This design comes from an exercise in tuning for small area on the open sky130 flow, not from production work.
Function was checked by simulation only, so behaviour that the tests miss may differ from the original.
No activity file was given, so power comes from the tool's default toggle rates.

==> v32 <==
==> flow/design.v (excerpt) <==
module ssd_decoder (
    input             clk,
    input             rst,
    input      [63:0] cfg_min1,
    input      [63:0] cfg_max1,
    input      [63:0] cfg_min0,
    input      [63:0] cfg_max0,
    input      [63:0] cfg_mingap,
    input      [63:0] cfg_maxgap,
    input      [63:0] cfg_maxbit,
    input       [4:0] cfg_preamble_bits,
    input             cfg_cksum_formula,
    input       [2:0] cfg_program_bytes,
    input       [2:0] cfg_unknown_bytes,
    input      [63:0] cfg_start,
    input             edge_valid,
    input             edge_end,
    input      [63:0] edge_pos,
    output            edge_ready,
    output reg        frame_valid,
    output     [63:0] frame_start,
    output     [63:0] frame_end,
    output      [3:0] frame_type,
    output      [3:0] frame_flags,
    output     [31:0] frame_data1,
    output     [31:0] frame_data2,
    output            halted,
    output      [1:0] hcause
);
    localparam [3:0] S_HUNT      = 4'h0,
                     S_PREAMBLE  = 4'h1,
                     S_PSTART    = 4'h2,
                     S_CMD       = 4'h3,
                     S_DSTART    = 4'h4,
                     S_DATA      = 4'h5,
                     S_DSTART_CK = 4'h6,
                     S_CKSUM     = 4'h7,
                     S_PEND      = 4'h8,
                     S_GAPSKIP   = 4'h9,
                     S_CFG       = 4'hC,    
                     S_BAD       = 4'hD,    
                     S_EXH       = 4'hE,    
                     S_FLT       = 4'hF;    
    localparam integer W  = 8;
    localparam integer ND = (64 + W - 1) / W;
    localparam integer PW = W * ND;
  ...
export LEC_CHECK = 0
export CAP_MARGIN = 20
export CORE_AREA = 2.5 2.5 267.5 267.5
export DIE_AREA = 0 0 270 270
export SLEW_MARGIN = 20
create_clock -name core_clock -period 20.0 [get_ports {clk}]
standard.sh (not shown) runs the stock make flow with config.mk's settings and CLKGATE_MAP_FILE= SYNTH_SCRIPT=/design/flow/synth_recipe.tcl, a recipe that flattens the netlist after the stock synthesis.
==> flow/flow/run.sh <==
#!/bin/bash
set -e
rm -rf scripts_mod
cp -r "$FLOW_HOME/scripts" scripts_mod
cp flow/abc_speed.script scripts_mod/abc_speed.script
export BUFFER_PORTS_ARGS="-buffer_cell sky130_fd_sc_hd__buf_1"
bash standard.sh "SCRIPTS_DIR=$PWD/scripts_mod" \
  "CTS_ARGS=-sink_clustering_enable -repair_clock_nets -buf_list sky130_fd_sc_hd__clkbuf_16 -dont_use_dummy_load -sink_clustering_size 25 -sink_clustering_max_diameter 80" \
  finish > standard.log 2>&1
==> flow/flow/abc_speed.script <==
&get -n
&st
&dch -f
&nf -R 1000
&st
&syn2
&dch -f
&nf -R 1000
&st
&syn2
&dch -f
&nf -R 1000
&st
&dch -f
&nf -R 1000
&put
buffer -c
topo
stime -c
upsize -c
dnsize -c
==> v23 (differences from v32) <==
--- a/flow/design.v
+++ b/flow/design.v
@@ -41,50 +41,50 @@
                      S_BAD       = 4'hD,    
                      S_EXH       = 4'hE,    
                      S_FLT       = 4'hF;    
     localparam integer W  = 8;
     localparam integer ND = (64 + W - 1) / W;
     localparam integer PW = W * ND;
+    localparam integer KW = (ND > 8) ? 4 : (ND > 4) ? 3 : (ND > 2) ? 2 : 1;
     localparam [2:0] F_PREAMBLE = 3'd0, F_PSBIT = 3'd1, F_COMMAND = 3'd2, F_DSBIT = 3'd3,
                      F_CAR_DATA = 3'd4, F_CHECKSUM = 3'd5, F_PEBIT = 3'd6, F_ERROR = 3'd7;
     localparam [1:0] M_UNKNOWN = 2'd0, M_PROGRAM = 2'd1, M_RACE = 2'd2;
     reg  [3:0] st;
     reg        step;       
-    reg  [3:0] k;          
+    reg  [KW-1:0] k;       
     reg        half;       
     reg [63:0] a, u;
     reg [PW-1:0] b;
     reg [31:0] pcnt;
     reg  [7:0] shreg;
     reg  [2:0] bidx;
     reg  [1:0] mode;
     reg  [2:0] ci;         
     reg  [7:0] cks;        
     reg        sone1, szero1, fault1;    
     reg        at_start;   
-    reg  [2:0] ftype;
+    reg        swp;        
     reg b_len, z_len, b_span;
     reg b_min1, b_max1, b_min0, b_max0, b_ming, b_maxg, b_maxb;
     wire is_bit   = (st >= S_PSTART) && (st <= S_CKSUM);
     wire running  = !st[3] || (st == S_PEND) || (st == S_GAPSKIP);
     wire in_cfg   = (st == S_CFG);
     wire [ND-1:0] ksel = {{(ND-1){1'b0}}, 1'b1} << k;    
-    wire first = (k == 4'd0);
+    wire first = (k == 0);
     wire last  = (k == ND - 1);
     function [W-1:0] dig(input [63:0] v, input [ND-1:0] sel);
         integer i;
         reg [PW-1:0] pv;
         begin
             pv  = {{(PW-64){1'b0}}, v};
             dig = {W{1'b0}};
             for (i = 0; i < ND; i = i + 1)
                 dig = dig | (pv[W*i +: W] & {W{sel[i]}});
         end
     endfunction
     wire [W-1:0] d_edge  = dig(edge_pos, ksel);
-    wire [W-1:0] d_a     = dig(a, ksel);
     wire [W-1:0] d_cst   = dig(cfg_start, ksel);
     wire [W-1:0] d_min1  = dig(cfg_min1, ksel);
     wire [W-1:0] d_max1  = dig(cfg_max1, ksel);
     wire [W-1:0] d_min0  = dig(cfg_min0, ksel);
     wire [W-1:0] d_max0  = dig(cfg_max0, ksel);
     wire [W-1:0] d_ming  = dig(cfg_mingap, ksel);
@@ -122,13 +122,14 @@
                 bb = (~x[i] & y[i]) | (~(x[i] ^ y[i]) & bb);
             end
             dsub[W] = bb;
         end
     endfunction
     wire [W-1:0] d_x = in_cfg ? (half ? d_min1 : d_min0) : d_edge;
-    wire [W-1:0] d_y = in_cfg ? {W{1'b0}} : at_start ? d_cst : d_a;
+    wire [W-1:0] d_y = in_cfg ? {W{1'b0}} : at_start ? d_cst : a[W-1:0];
+    wire [W-1:0] a_in = swp ? b[W-1:0] : d_edge;
     wire [W:0]   len_s  = dsub(d_x, d_y, b_len & !first);
     wire [W-1:0] d_len  = len_s[W-1:0];
     wire [W:0]   span_s = dsub(d_edge, b[W-1:0], b_span & !first);
     wire [W-1:0] d_span = span_s[W-1:0];
     wire c_min1 = bout(d_len,  d_min1, b_min1 & !first);
     wire c_max1 = bout(d_max1, d_len,  b_max1 & !first);
@@ -158,95 +159,93 @@
     end
     wire [1:0] new_mode = (shifted == 8'h02) ? M_RACE : (shifted == 8'h01) ? M_PROGRAM : M_UNKNOWN;
     wire cfg_small_ok = (cfg_preamble_bits >= 5'd8) && (cfg_preamble_bits <= 5'd22) &&
                         ((cfg_program_bytes == 3'd4) || (cfg_program_bytes == 3'd6)) &&
                         (cfg_unknown_bytes >= 3'd1) && (cfg_unknown_bytes <= 3'd6);
     wire do_step = running && step && edge_valid && !edge_end;
-    wire do_pass = (running && !step && edge_valid && !edge_end) || in_cfg;
+    wire do_pass = (running && !step && edge_valid && !edge_end) || in_cfg || swp;
     reg        take;       
-    reg        ld_a, ld_u;
+    reg        ld_u, restart, swp_n;
     reg        emit;
-    reg  [2:0] e_type;
     reg        err;
     reg  [2:0] e_kind;
     reg        p_inc, p_clr;
     reg  [3:0] st_n;
     reg        half_n;
     reg  [7:0] shreg_n, cks_n;
     reg  [2:0] bidx_n, ci_n;
     reg  [1:0] mode_n;
     always @* begin
         take    = 1'b0;
-        ld_a    = 1'b0;
+        restart = 1'b0;
+        swp_n   = swp;
         ld_u    = 1'b0;
         emit    = 1'b0;
-        e_type  = F_ERROR;
         err     = 1'b0;
         e_kind  = 3'd0;
         p_inc   = 1'b0;
         p_clr   = 1'b0;
         st_n    = st;
         half_n  = half;
         shreg_n = shreg;
         cks_n   = cks;
         bidx_n  = bidx;
         ci_n    = ci;
         mode_n  = mode;
-        if (running && edge_valid && edge_end) begin
+        if (swp) begin
+            if (last) begin
+                swp_n  = 1'b0;
+                emit   = 1'b1;
+            end
+        end else if (running && edge_valid && edge_end) begin
             st_n = S_EXH;
         end else if (do_step) begin
             if (is_bit && !half) begin
                 take   = 1'b1;
-                ld_a   = 1'b1;
                 ld_u   = (st == S_PSTART) || (st == S_DSTART) || (st == S_DSTART_CK) || (bidx == 3'd0);
                 half_n = 1'b1;
                 p_clr  = 1'b1;
             end else if (fault || (is_bit && fault1)) begin
                 st_n = S_FLT;
             end else begin
                 case (st)
                     S_HUNT: begin
                         take = 1'b1;
-                        ld_a = 1'b1;
                         if (in_one) begin
                             ld_u  = (pcnt[5:0] == 6'd0);
                             p_inc = 1'b1;
                             if (pcnt[5:0] == {cfg_preamble_bits - 5'd1, 1'b1})
                                 st_n = S_PREAMBLE;
                         end else begin
                             p_clr = 1'b1;
                         end
                     end
                     S_PREAMBLE: begin
                         if (in_one) begin
                             take  = 1'b1;
-                            ld_a  = 1'b1;
                             p_inc = 1'b1;
                         end else if (in_zero) begin
-                            emit   = 1'b1;
-                            e_type = F_PREAMBLE;
-                            st_n   = S_PSTART;
+                            swp_n   = 1'b1;
+                            restart = 1'b1;
+                            st_n    = S_PSTART;
                         end else begin
-                            ld_a   = 1'b1;
                             err    = 1'b1;
                             e_kind = in_gap ? 3'd2 : 3'd1;
                         end
                     end
                     S_PSTART, S_DSTART, S_DSTART_CK: begin
                         take   = 1'b1;
-                        ld_a   = 1'b1;
                         half_n = 1'b0;
                         if (bit_berr) begin
                             err = 1'b1; e_kind = 3'd4;
                         end else if (bit_ferr) begin
                             err = 1'b1; e_kind = 3'd5;
                         end else if (bit_val) begin
                             err = 1'b1; e_kind = 3'd6;
                         end else begin
                             emit   = 1'b1;
-                            e_type = (st == S_PSTART) ? F_PSBIT : F_DSBIT;
                             bidx_n = 3'd0;
                             case (st)
                                 S_PSTART: begin
                                     cks_n = {8{cfg_cksum_formula}};
                                     st_n  = S_CMD;
                                 end
@@ -254,13 +253,12 @@
                                 default:  st_n = S_CKSUM;
                             endcase
                         end
                     end
                     S_CMD, S_DATA, S_CKSUM: begin
                         take   = 1'b1;
-                        ld_a   = 1'b1;
                         half_n = 1'b0;
                         if (bit_berr) begin
                             err = 1'b1; e_kind = 3'd4;
                         end else if (bit_ferr) begin
                             err = 1'b1; e_kind = 3'd5;
                         end else begin
@@ -271,61 +269,54 @@
                                 case (st)
                                     S_CMD: begin
                                         mode_n = new_mode;
                                         ci_n   = 3'd0;
                                         if (cfg_cksum_formula)
                                             cks_n = cks ^ shifted;
-                                        e_type = F_COMMAND;
                                         st_n   = S_DSTART;
                                     end
                                     S_DATA: begin
                                         cks_n  = cks ^ shifted;
                                         ci_n   = ci + 3'd1;
-                                        e_type = F_CAR_DATA;
                                         st_n   = (ci + 3'd1 == expected) ? S_DSTART_CK : S_DSTART;
                                     end
                                     default: begin
-                                        e_type = F_CHECKSUM;
                                         st_n   = S_PEND;
                                     end
                                 endcase
                             end
                         end
                     end
                     S_PEND: begin
-                        ld_a  = 1'b1;
                         ld_u  = 1'b1;
                         p_clr = 1'b1;
                         if (in_one) begin
                             emit   = 1'b1;
-                            e_type = F_PEBIT;
                             take   = 1'b1;
+                            ci_n   = 3'd0;      
                             st_n   = S_HUNT;    
                         end else if (in_zero) begin
                             err = 1'b1; e_kind = 3'd3;
                         end else if (in_gap) begin
                             emit   = 1'b1;
-                            e_type = F_PEBIT;
                             st_n   = S_GAPSKIP;
                         end else begin
                             err = 1'b1; e_kind = 3'd1;
                         end
                     end
                     default: begin    
                         if (in_gap && !in_one && !in_zero) begin
                             take = 1'b1;
-                            ld_a = 1'b1;
                         end else begin
                             p_clr = 1'b1;
                             st_n  = S_HUNT;
                         end
                     end
                 endcase
                 if (err) begin
                     emit   = 1'b1;
-                    e_type = F_ERROR;
                     ci_n   = e_kind;
                     cks_n  = {4'd0, st};
                     p_clr  = 1'b1;
                     half_n = 1'b0;
                     st_n   = S_HUNT;
                 end
@@ -339,54 +330,55 @@
                 if (!c_max1 && !z_next && cfg_small_ok) st_n = S_HUNT;
                 else                                     st_n = S_BAD;
             end
         end
     end
     assign edge_ready = take;
-    wire p_set1 = frame_valid && ftype == F_PEBIT && st == S_HUNT;
+    wire ci0    = (ci == 3'd0);
+    wire p_set1 = frame_valid && st == S_HUNT && ci0;
     wire p_inc_en = p_inc && !(&pcnt);
     always @(posedge clk) begin
         if (rst || p_clr || p_set1)
             pcnt <= {31'd0, p_set1 && !rst};
         else
             pcnt <= pcnt + {31'd0, p_inc_en};
     end
     always @(posedge clk) begin
         if (rst) begin
             st          <= S_CFG;
             step        <= 1'b0;
-            k           <= 4'd0;
+            k           <= 0;
             half        <= 1'b0;
             at_start    <= 1'b1;
+            swp         <= 1'b0;
             frame_valid <= 1'b0;
         end else begin
             st          <= st_n;
             half        <= half_n;
             frame_valid <= emit;
             if (do_pass) begin
-                k    <= last ? 4'd0 : k + 4'd1;
-                step <= last && !in_cfg;
-            end else if (take) begin
+                k    <= last ? 0 : k + 1'b1;
+                step <= last && !in_cfg && !swp;
+            end else if (take || restart) begin
                 step <= 1'b0;
             end
-            if (ld_a)
+            swp         <= swp_n;
+            if (take)
                 at_start <= 1'b0;
         end
     end
     always @(posedge clk) begin
         shreg <= shreg_n;
         cks   <= cks_n;
         bidx  <= bidx_n;
         ci    <= ci_n;
         mode  <= mode_n;
-        if (emit)
-            ftype <= e_type;
-        if (do_pass)
+        if (do_pass) begin
+            a <= {a_in, a[63:W]};
             b <= {d_y, b[PW-1:W]};
-        if (ld_a)
-            a <= edge_pos;
+        end
         if (ld_u)
             u <= b[63:0];
         if (do_step && is_bit && !half) begin
             sone1  <= in_one;
             szero1 <= in_zero && !in_one;
             fault1 <= fault;
@@ -401,21 +393,26 @@
             b_max0 <= c_max0;
             b_ming <= c_ming;
             b_maxg <= c_maxg;
             b_maxb <= c_maxb;
         end
     end
-    wire t_pre  = (ftype == F_PREAMBLE);
-    wire t_cmd  = (ftype == F_COMMAND);
-    wire t_car  = (ftype == F_CAR_DATA);
-    wire t_ck   = (ftype == F_CHECKSUM);
-    wire t_err  = (ftype == F_ERROR);
+    wire t_pre  = (st == S_PSTART);
+    wire t_psb  = (st == S_CMD);
+    wire t_cmd  = (st == S_DSTART) && ci0;
+    wire t_dsb  = (st == S_DATA) || (st == S_CKSUM);
+    wire t_car  = ((st == S_DSTART) && !ci0) || (st == S_DSTART_CK);
+    wire t_ck   = (st == S_PEND);
+    wire t_peb  = (st == S_GAPSKIP) || ((st == S_HUNT) && ci0);
+    wire t_err  = (st == S_HUNT) && !ci0;
     wire t_byte = t_cmd || t_car || t_ck;
     assign frame_start = u;
     assign frame_end   = a;
-    assign frame_type  = {1'b0, ftype};
+    assign frame_type  = {1'b0, t_car || t_ck || t_peb || t_err,
+                                t_cmd || t_dsb || t_peb || t_err,
+                                t_psb || t_dsb || t_ck || t_err};
     assign frame_data1 = {1'b0, pcnt[31:1]} |
                          (t_byte ? {24'd0, shreg} : 32'd0) |
                          (t_err  ? {29'd0, ci}    : 32'd0);
     assign frame_data2 = pcnt |
                          (t_cmd  ? {30'd0, mode}  : 32'd0) |
                          (t_car  ? {29'd0, ci}    : 32'd0) |
==> run notes <==
In v32 the clock skew is lower than in v23, by 0.0035 ns.
Critical path depth: v32 is higher than v23 (1).
Between v23 and v32, the lower routed wire length is in v23 (gap 4.4%, measured against v32).
Global-route usage: v32 is higher than v23 (0.91 points).
Between v32 and v23, the lower core utilization is in v23 (gap 0.94 points).
In v32 the flip-flop and latch count is higher than in v23, by 3.
Of v23 and v32, v23 has the higher worst setup slack (gap 0.034 ns).
==> figures <==
item	v32	v23
Headroom to the max-slew limit	0.298	0.267
First-pass GRT wire length	116000 um	111000 um
Final worst path period share	0.480	0.478
Max power group	registers	combinational cells
Fin crit period	9.60 ns	9.56 ns
Proportion of final cell area spent on non-clock buffers	0.164	0.169
Detailed-routed wire length on met2	39000 um	37900 um
Largest net degree at the start of global routing	67	77
Wire length reported by the detailed router	84900 um	81100 um
HP Start	b[26]	b[24]
Final core occ	0.282	0.272
Post-synthesis share of cell area spent on and, or, nand and nor gates	0.115	0.110
Overall power of the completed layout	1.92 mW	2.30 mW
Synth Area in Adders	0.0372	0.0463
Result of the run	finished clean	finished clean
Met1 layer wirelength in the final routing	35100 um	33400 um

==> what the ideal ports hide <==
In the flow no input, the clock included, has a driving cell. The finished layouts below were timed again as built, in two steps.
Step 1: set_driving_cell puts a clkbuf_16 on clk and a buf_2 on each other input, an assumption about the parent block.
Step 2 also shifts input and output timing later by t, the mid clock arrival at the registers, as if the neighbouring blocks saw the same clock.
Slacks: ideal ports / drivers / drivers and shift; pairs: ideal ports / drivers.
run	shift t [ns]	setup slack, ns	clock arrival spread, ns	slew at the worst register clock pin (ns)	worst slew at a driven data input, ns
v32	0.582	10.402 / 10.341 / 10.186	0.106 / 0.106	0.10 / 0.10	0.22
v23	0.576	10.436 / 10.337 / 9.944	0.106 / 0.107	0.10 / 0.10	0.16
After both steps setup and hold are still met in every run listed. For v23, which loses most, drivers alone change the setup slack by -0.099 ns; drivers and shift together by -0.492 ns.
